This is an optimization exercise on Yosys and OpenROAD, whose aim is small area and few clock cycles, not a production implementation.
Only simulation tests tie the RTL to the original design; equivalence was not proved.
The clock port is modelled as an ideal driver; clocking choices that lean on that would not hold on a real chip.
Power is estimated from default activity; no workload was simulated.

== v6 ==
==> flow/design.v (excerpt) <==
module spe_cqm (
    input  wire       clk,
    input  wire       rst,
    input  wire       op_valid,
    output reg        op_ready,
    input  wire [2:0] op_code,
    input  wire [7:0] op_tag,
    input  wire [2:0] op_target,
    input  wire [2:0] op_lun,
    input  wire [2:0] op_outcome,
    output reg        resp_valid,
    output reg  [2:0] resp_code,
    output reg  [7:0] resp_tag,
    output reg  [2:0] resp_target,
    output reg  [2:0] resp_lun,
    output reg        resp_cb,
    output reg  [7:0] resp_cb_tag,
    output reg  [2:0] resp_cb_outcome,
    output wire [4:0] issue_count,
    output wire [4:0] disc_count,
    output wire       cur_valid,
    output wire [7:0] cur_tag,
    output wire [2:0] cur_target,
    output wire [2:0] cur_lun,
    output wire       done_valid,
    output wire [7:0] done_tag,
    output wire [2:0] done_outcome
);
Size: ~26000 um2 of cells after synthesis.
Settings: LEC_CHECK=0, CAP_MARGIN=5, CORE_MARGIN=2, CORE_UTILIZATION=30, PLACE_DENSITY=0.5, SLEW_MARGIN=5; clock period 6.0 ns.
standard.sh (not shown) runs the stock make flow with config.mk's settings and CLKGATE_MAP_FILE= SYNTH_SCRIPT=/design/flow/synth_recipe.tcl, a recipe that flattens the netlist after the stock synthesis.
==> flow/flow/run.sh <==
#!/bin/bash
set -euo pipefail
W=$PWD
# ORFS synth.tcl with one line added after its preamble: use $MY_ABC_SCRIPT for abc
awk '{print} /^source \$::env\(SCRIPTS_DIR\)\/synth_preamble.tcl/ {print "set abc_args [lreplace $abc_args 1 1 $::env(MY_ABC_SCRIPT)]"}' \
  "$FLOW_HOME/scripts/synth.tcl" > "$W/my_synth_core.tcl"
grep -q MY_ABC_SCRIPT "$W/my_synth_core.tcl"
# The standard flow's synthesis script, sourcing that copy
sed "s#source \$::env(SCRIPTS_DIR)/synth.tcl#source $W/my_synth_core.tcl#" "$W/synth_recipe.tcl" > "$W/my_synth_recipe.tcl"
grep -q my_synth_core "$W/my_synth_recipe.tcl"
# standard.sh, using that synthesis script
sed "s#SYNTH_SCRIPT=[^ ]*synth_recipe.tcl#SYNTH_SCRIPT=$W/my_synth_recipe.tcl#" "$W/standard.sh" > "$W/my_standard.sh"
grep -q my_synth_recipe "$W/my_standard.sh"
export MY_ABC_SCRIPT="$W/flow/area.abc"
export BUFFER_PORTS_ARGS="-buffer_cell sky130_fd_sc_hd__buf_1"

R=$W/orfs/results/$FLOW_PLATFORM/spe_cqm/base
L=$W/orfs/logs/$FLOW_PLATFORM/spe_cqm/base
bash my_standard.sh place > standard_place.log 2>&1
for d in 40 35 30 26 22 18 14; do
  export CTS_ARGS="-sink_clustering_enable -repair_clock_nets -dont_use_dummy_load -buf_list sky130_fd_sc_hd__clkbuf_4 -sink_clustering_size 30 -sink_clustering_max_diameter $d"
  bash my_standard.sh clean_cts > /dev/null 2>&1
  bash my_standard.sh cts > standard_cts_d$d.log 2>&1
  cp "$L/4_1_cts.log" "$W/cts_d$d.log"
  CTS_ODB=$R/4_cts.odb CTS_SDC=$R/4_cts.sdc openroad -no_init -exit flow/clkslew.tcl > clkslew_d$d.log 2>&1
  s=$(awk '/^CLKSLEW/ {print $2}' clkslew_d$d.log)
  echo "diameter $d: clock-pin slew $s" >> cts_choice.log
  if awk -v s="$s" 'BEGIN {exit !(s != "" && s <= 0.115)}'; then break; fi
done
bash my_standard.sh > standard.log 2>&1
==> flow/flow/area.abc <==
&get -n
&st
&syn2
&dch
&nf -R 1000
&st
&syn2
&dch
&nf -R 1000
&put
topo
stime -c
dnsize -c
==> flow/flow/clkslew.tcl <==
# Prints the largest clock-pin slew (ns) of the flip-flops in the CTS result.
set P $::env(FLOW_HOME)/platforms/sky130hd
read_lef $P/lef/sky130_fd_sc_hd.tlef
read_lef $P/lef/sky130_fd_sc_hd_merged.lef
read_liberty $P/lib/sky130_fd_sc_hd__tt_025C_1v80.lib
read_db $::env(CTS_ODB)
read_sdc $::env(CTS_SDC)
source $P/setRC.tcl
set_propagated_clock [all_clocks]
estimate_parasitics -placement
set mx 0
foreach p [get_pins -hierarchical */CLK] {
  set s [get_property $p slew_max]
  if {$s > $mx} { set mx $s }
}
puts "CLKSLEW $mx"
Testbench counts of v6, summed over its fixed seeds: cycles 32,008.
diff inputs: v6 => v7
- SLEW_MARGIN: 5 -> 20
- CAP_MARGIN: 5 -> 20
- GPL_TIMING_DRIVEN: unset -> 0
--- a/flow/flow/run.sh
+++ b/flow/flow/run.sh
@@ -20 +20 @@
-for d in 40 35 30 26 22 18 14; do
+for d in 35 30 26 22 18 14; do
@@ -28 +28 @@
-  if awk -v s="$s" 'BEGIN {exit !(s != "" && s <= 0.115)}'; then break; fi
+  if awk -v s="$s" 'BEGIN {exit !(s != "" && s <= 0.105)}'; then break; fi
==> comparison <==
- v6 ran to completion and came out clean on the timing, DRC and antenna checks.
- The final report for v7 shows a completed flow and a layout that fails verification, specifically setup timing.
- Re clock group share of total power: v6 was higher than v7.
- A classification of the worst setup path of flip-flop to flip-flop is what v6 shows, while primary input to flip-flop belongs to v7.
- Going from v6 to v7, share of post-route cells with drive strength above 1 shrinks by 0.74 points.
- Global-route usage: v6 and v7 compared, lower one is v7
- From v6 to v7 the numbers moved as follows: utilization after layout went down by 0.17 points, synthesized area per cell stayed essentially flat.
- Diff v6 -> v7: layout-stage area growth over the synthesis result now sits lower, total setup violations reported at the end of the flow now sits higher, worst setup slack now sits lower.

Setup of build 36:
Starting RTL as in the previous note.
export LEC_CHECK = 0
export CAP_MARGIN = 20
export CORE_MARGIN = 2
export CORE_UTILIZATION = 40
export PLACE_DENSITY = 0.62
export SLEW_MARGIN = 20
create_clock -name core_clock -period 6.0 [get_ports {clk}]
==> flow/flow/run.sh <==
#!/bin/bash
set -euo pipefail
W=$PWD
# ORFS synth.tcl with one line added after its preamble: use $MY_ABC_SCRIPT for abc
awk '{print} /^source \$::env\(SCRIPTS_DIR\)\/synth_preamble.tcl/ {print "set abc_args [lreplace $abc_args 1 1 $::env(MY_ABC_SCRIPT)]"}' \
  "$FLOW_HOME/scripts/synth.tcl" > "$W/my_synth_core.tcl"
grep -q MY_ABC_SCRIPT "$W/my_synth_core.tcl"
# The standard flow's synthesis script, sourcing that copy
sed "s#source \$::env(SCRIPTS_DIR)/synth.tcl#source $W/my_synth_core.tcl#" "$W/synth_recipe.tcl" > "$W/my_synth_recipe.tcl"
grep -q my_synth_core "$W/my_synth_recipe.tcl"
# standard.sh, using that synthesis script
sed "s#SYNTH_SCRIPT=[^ ]*synth_recipe.tcl#SYNTH_SCRIPT=$W/my_synth_recipe.tcl#" "$W/standard.sh" > "$W/my_standard.sh"
grep -q my_synth_recipe "$W/my_standard.sh"
export MY_ABC_SCRIPT="$W/flow/area.abc"
export BUFFER_PORTS_ARGS="-buffer_cell sky130_fd_sc_hd__buf_1"

R=$W/orfs/results/$FLOW_PLATFORM/spe_cqm/base
L=$W/orfs/logs/$FLOW_PLATFORM/spe_cqm/base
bash my_standard.sh place > standard_place.log 2>&1
for d in 40 35 30 26 22 18 14; do
  export CTS_ARGS="-sink_clustering_enable -repair_clock_nets -dont_use_dummy_load -buf_list sky130_fd_sc_hd__clkbuf_4 -sink_clustering_size 30 -sink_clustering_max_diameter $d"
  bash my_standard.sh clean_cts > /dev/null 2>&1
  bash my_standard.sh cts > standard_cts_d$d.log 2>&1
  cp "$L/4_1_cts.log" "$W/cts_d$d.log"
  CTS_ODB=$R/4_cts.odb CTS_SDC=$R/4_cts.sdc openroad -no_init -exit flow/clkslew.tcl > clkslew_d$d.log 2>&1
  s=$(awk '/^CLKSLEW/ {print $2}' clkslew_d$d.log)
  echo "diameter $d: clock-pin slew $s" >> cts_choice.log
  if awk -v s="$s" 'BEGIN {exit !(s != "" && s <= 0.115)}'; then break; fi
done
bash my_standard.sh > standard.log 2>&1
Scripts as last shown in full above: flow/flow/area.abc, flow/flow/clkslew.tcl
Testbench counts of build 36, summed over its fixed seeds: cycles 32,008.
> inputs changed (build 36 -> build 70)
- CORE_UTILIZATION changed from 40 to 30
- PLACE_DENSITY changed from 0.62 to 0.5
## What came out
Summary of build 70 over build 36: minimum clock period after layout moved up; remaining antenna violation count after routing level; clock share of power moved up; final cell area excluding filler cells moved up. Build 70 vs build 36, number of resized instances in the post-cts repair step went down by 2. On timing-limited maximum frequency, the lower figure sits with build 70, not build 36. Synthesized area came out exactly the same in build 70 and build 36. Build 70 reports a lower slew at the pin closest to its max-slew limit than build 36 does. Across both runs, sum of internal, switching and leakage power was higher for build 70 than for build 36. Build 70 vs. build 36: critical path depth went down, maximum net fanout on the critical path went up.
Inputs modified between build 70 and build 51:
==> flow/flow/run.sh <==
#!/bin/bash
set -euo pipefail
export CTS_ARGS="-sink_clustering_enable -repair_clock_nets -dont_use_dummy_load -buf_list sky130_fd_sc_hd__clkbuf_4 -sink_clustering_size 30 -sink_clustering_max_diameter 35"
export BUFFER_PORTS_ARGS="-buffer_cell sky130_fd_sc_hd__buf_1"
bash standard.sh > standard.log 2>&1
removed: flow/flow/area.abc
removed: flow/flow/clkslew.tcl
## What came out
- Looking at met2 layer usage reported by global route, build 51 sits below build 70.
- Build 51 reports a higher xor and xnor fraction of the mapped netlist area than build 70 does.
- Build 51 gives less aggregate routed wire length than build 70 did.
- Compared with build 70, build 51 shows a higher number of cell rows.
- Taking build 70 over build 51, the clock-buffer cell count ratio works out to 1.15.
- Diff build 70..build 51 | wire length of the first global-routing pass | negligible
- Build 51 reports its master of the slowest instance on the critical path as sky130_fd_sc_hd__or4_1 while build 70 reports sky130_fd_sc_hd__nor3_1.
- Going from build 70 to build 51, number of non-clock buffers in the layout now larger; final critical path time including I/O delays and setup dropped 550 ps; worst setup slack has increased.
Edits applied to the flow inputs when going from build 51 to build 66:
==> flow/flow/run.sh <==
#!/bin/bash
set -euo pipefail
W=$PWD
# ORFS synth.tcl with one line added after its preamble: use $MY_ABC_SCRIPT for abc
awk '{print} /^source \$::env\(SCRIPTS_DIR\)\/synth_preamble.tcl/ {print "set abc_args [lreplace $abc_args 1 1 $::env(MY_ABC_SCRIPT)]"}' \
  "$FLOW_HOME/scripts/synth.tcl" > "$W/my_synth_core.tcl"
grep -q MY_ABC_SCRIPT "$W/my_synth_core.tcl"
# The standard flow's synthesis script, sourcing that copy
sed "s#source \$::env(SCRIPTS_DIR)/synth.tcl#source $W/my_synth_core.tcl#" "$W/synth_recipe.tcl" > "$W/my_synth_recipe.tcl"
grep -q my_synth_core "$W/my_synth_recipe.tcl"
# standard.sh, using that synthesis script
sed "s#SYNTH_SCRIPT=[^ ]*synth_recipe.tcl#SYNTH_SCRIPT=$W/my_synth_recipe.tcl#" "$W/standard.sh" > "$W/my_standard.sh"
grep -q my_synth_recipe "$W/my_standard.sh"
export MY_ABC_SCRIPT="$W/flow/area.abc"
export BUFFER_PORTS_ARGS="-buffer_cell sky130_fd_sc_hd__buf_1"

R=$W/orfs/results/$FLOW_PLATFORM/spe_cqm/base
L=$W/orfs/logs/$FLOW_PLATFORM/spe_cqm/base
bash my_standard.sh place > standard_place.log 2>&1
for d in 35 30 26 22 18 14; do
  export CTS_ARGS="-sink_clustering_enable -repair_clock_nets -dont_use_dummy_load -buf_list sky130_fd_sc_hd__clkbuf_4 -sink_clustering_size 30 -sink_clustering_max_diameter $d"
  bash my_standard.sh clean_cts > /dev/null 2>&1
  bash my_standard.sh cts > standard_cts_d$d.log 2>&1
  cp "$L/4_1_cts.log" "$W/cts_d$d.log"
  CTS_ODB=$R/4_cts.odb CTS_SDC=$R/4_cts.sdc openroad -no_init -exit flow/clkslew.tcl > clkslew_d$d.log 2>&1
  s=$(awk '/^CLKSLEW/ {print $2}' clkslew_d$d.log)
  echo "diameter $d: clock-pin slew $s" >> cts_choice.log
  if awk -v s="$s" 'BEGIN {exit !(s != "" && s <= 0.105)}'; then break; fi
done
bash my_standard.sh > standard.log 2>&1
==> flow/flow/area.abc (new file) <==
&get -n
&st
&syn2
&dch
&nf -R 1000
&st
&syn2
&dch
&nf -R 1000
&put
topo
stime -c
dnsize -c
==> flow/flow/clkslew.tcl (new file) <==
# Prints the largest clock-pin slew (ns) of the flip-flops in the CTS result.
set P $::env(FLOW_HOME)/platforms/sky130hd
read_lef $P/lef/sky130_fd_sc_hd.tlef
read_lef $P/lef/sky130_fd_sc_hd_merged.lef
read_liberty $P/lib/sky130_fd_sc_hd__tt_025C_1v80.lib
read_db $::env(CTS_ODB)
read_sdc $::env(CTS_SDC)
source $P/setRC.tcl
set_propagated_clock [all_clocks]
estimate_parasitics -placement
set mx 0
foreach p [get_pins -hierarchical */CLK] {
  set s [get_property $p slew_max]
  if {$s > $mx} { set mx $s }
}
puts "CLKSLEW $mx"
Notes after the runs:
Build 66 ended up with iq[4][13] as its end point of the critical path; build 51 ended up with resp_lun[2]. Between build 66 and build 51, it is build 66 whose peak supply drop is higher, by about 54%. Synthesized area shrinks by a little under 10% when moving from build 51 to build 66. Final-stage net count, build 51 and build 66, lower one = build 66. Clock-buffer cell count for build 66 is higher than for build 51. Across both runs, smallest hold slack was lower for build 66 than for build 51. Compared with build 51, build 66 shows a synthesis-to-layout area growth that is 6.7 points higher. The overall die area in build 66 was lower than what build 51 gave. The power consumed by sequential cells in build 66 was higher than what build 51 gave. Compared build 66 vs build 51, and post-route minimum period is up in build 66. Of build 51 and build 66, build 66 shows the higher source-to-sink clock delay at the later pin of the worst-skew pair, with build 51 below it. | relative contribution of sequential cells to total power | higher: build 51 |.

what the ideal ports hide:
The flow's constraints put no driver on any port. The routed layouts listed below were extracted and timed again, unchanged, in two steps.
Step 1 sets driving cells, clkbuf_16 on the clock port and buf_2 on the other inputs (assumed; they add their load-dependent delay and slew).
Step 2 also shifts input and output timing later by t, the mid clock arrival at the registers, as if the neighbouring blocks saw the same clock.
Slacks: ideal ports / drivers / drivers and shift; pairs: ideal ports / drivers.
run | t, ns | setup slack, ns | latest minus earliest clock arrival (ns) | slew at the worst register clock pin (ns) | pins driven straight from the clock port
v6 | 1.052 | 0.148 / 0.148 / -0.227 | 0.133 / 0.132 | 0.09 / 0.09 | 1
v7 | 1.027 | -0.057 / -0.030 / -1.057 | 0.142 / 0.142 | 0.09 / 0.09 | 1
build 36 | 0.916 | 0.333 / 0.333 / -0.186 | 0.142 / 0.143 | 0.11 / 0.11 | 1
build 70 | 0.973 | 0.196 / 0.196 / -0.111 | 0.158 / 0.158 | 0.11 / 0.11 | 1
build 51 | 0.947 | 0.746 / 0.746 / -0.138 | 0.131 / 0.131 | 0.12 / 0.12 | 1
build 66 | 1.043 | 0.206 / 0.206 / -0.147 | 0.142 / 0.142 | 0.08 / 0.08 | 1
With both steps, setup timing fails in 5 of these runs, where it was met with ideal ports. The setup slack of v7, which loses most, moves by +0.027 ns with the drivers and by -1.000 ns with both steps.
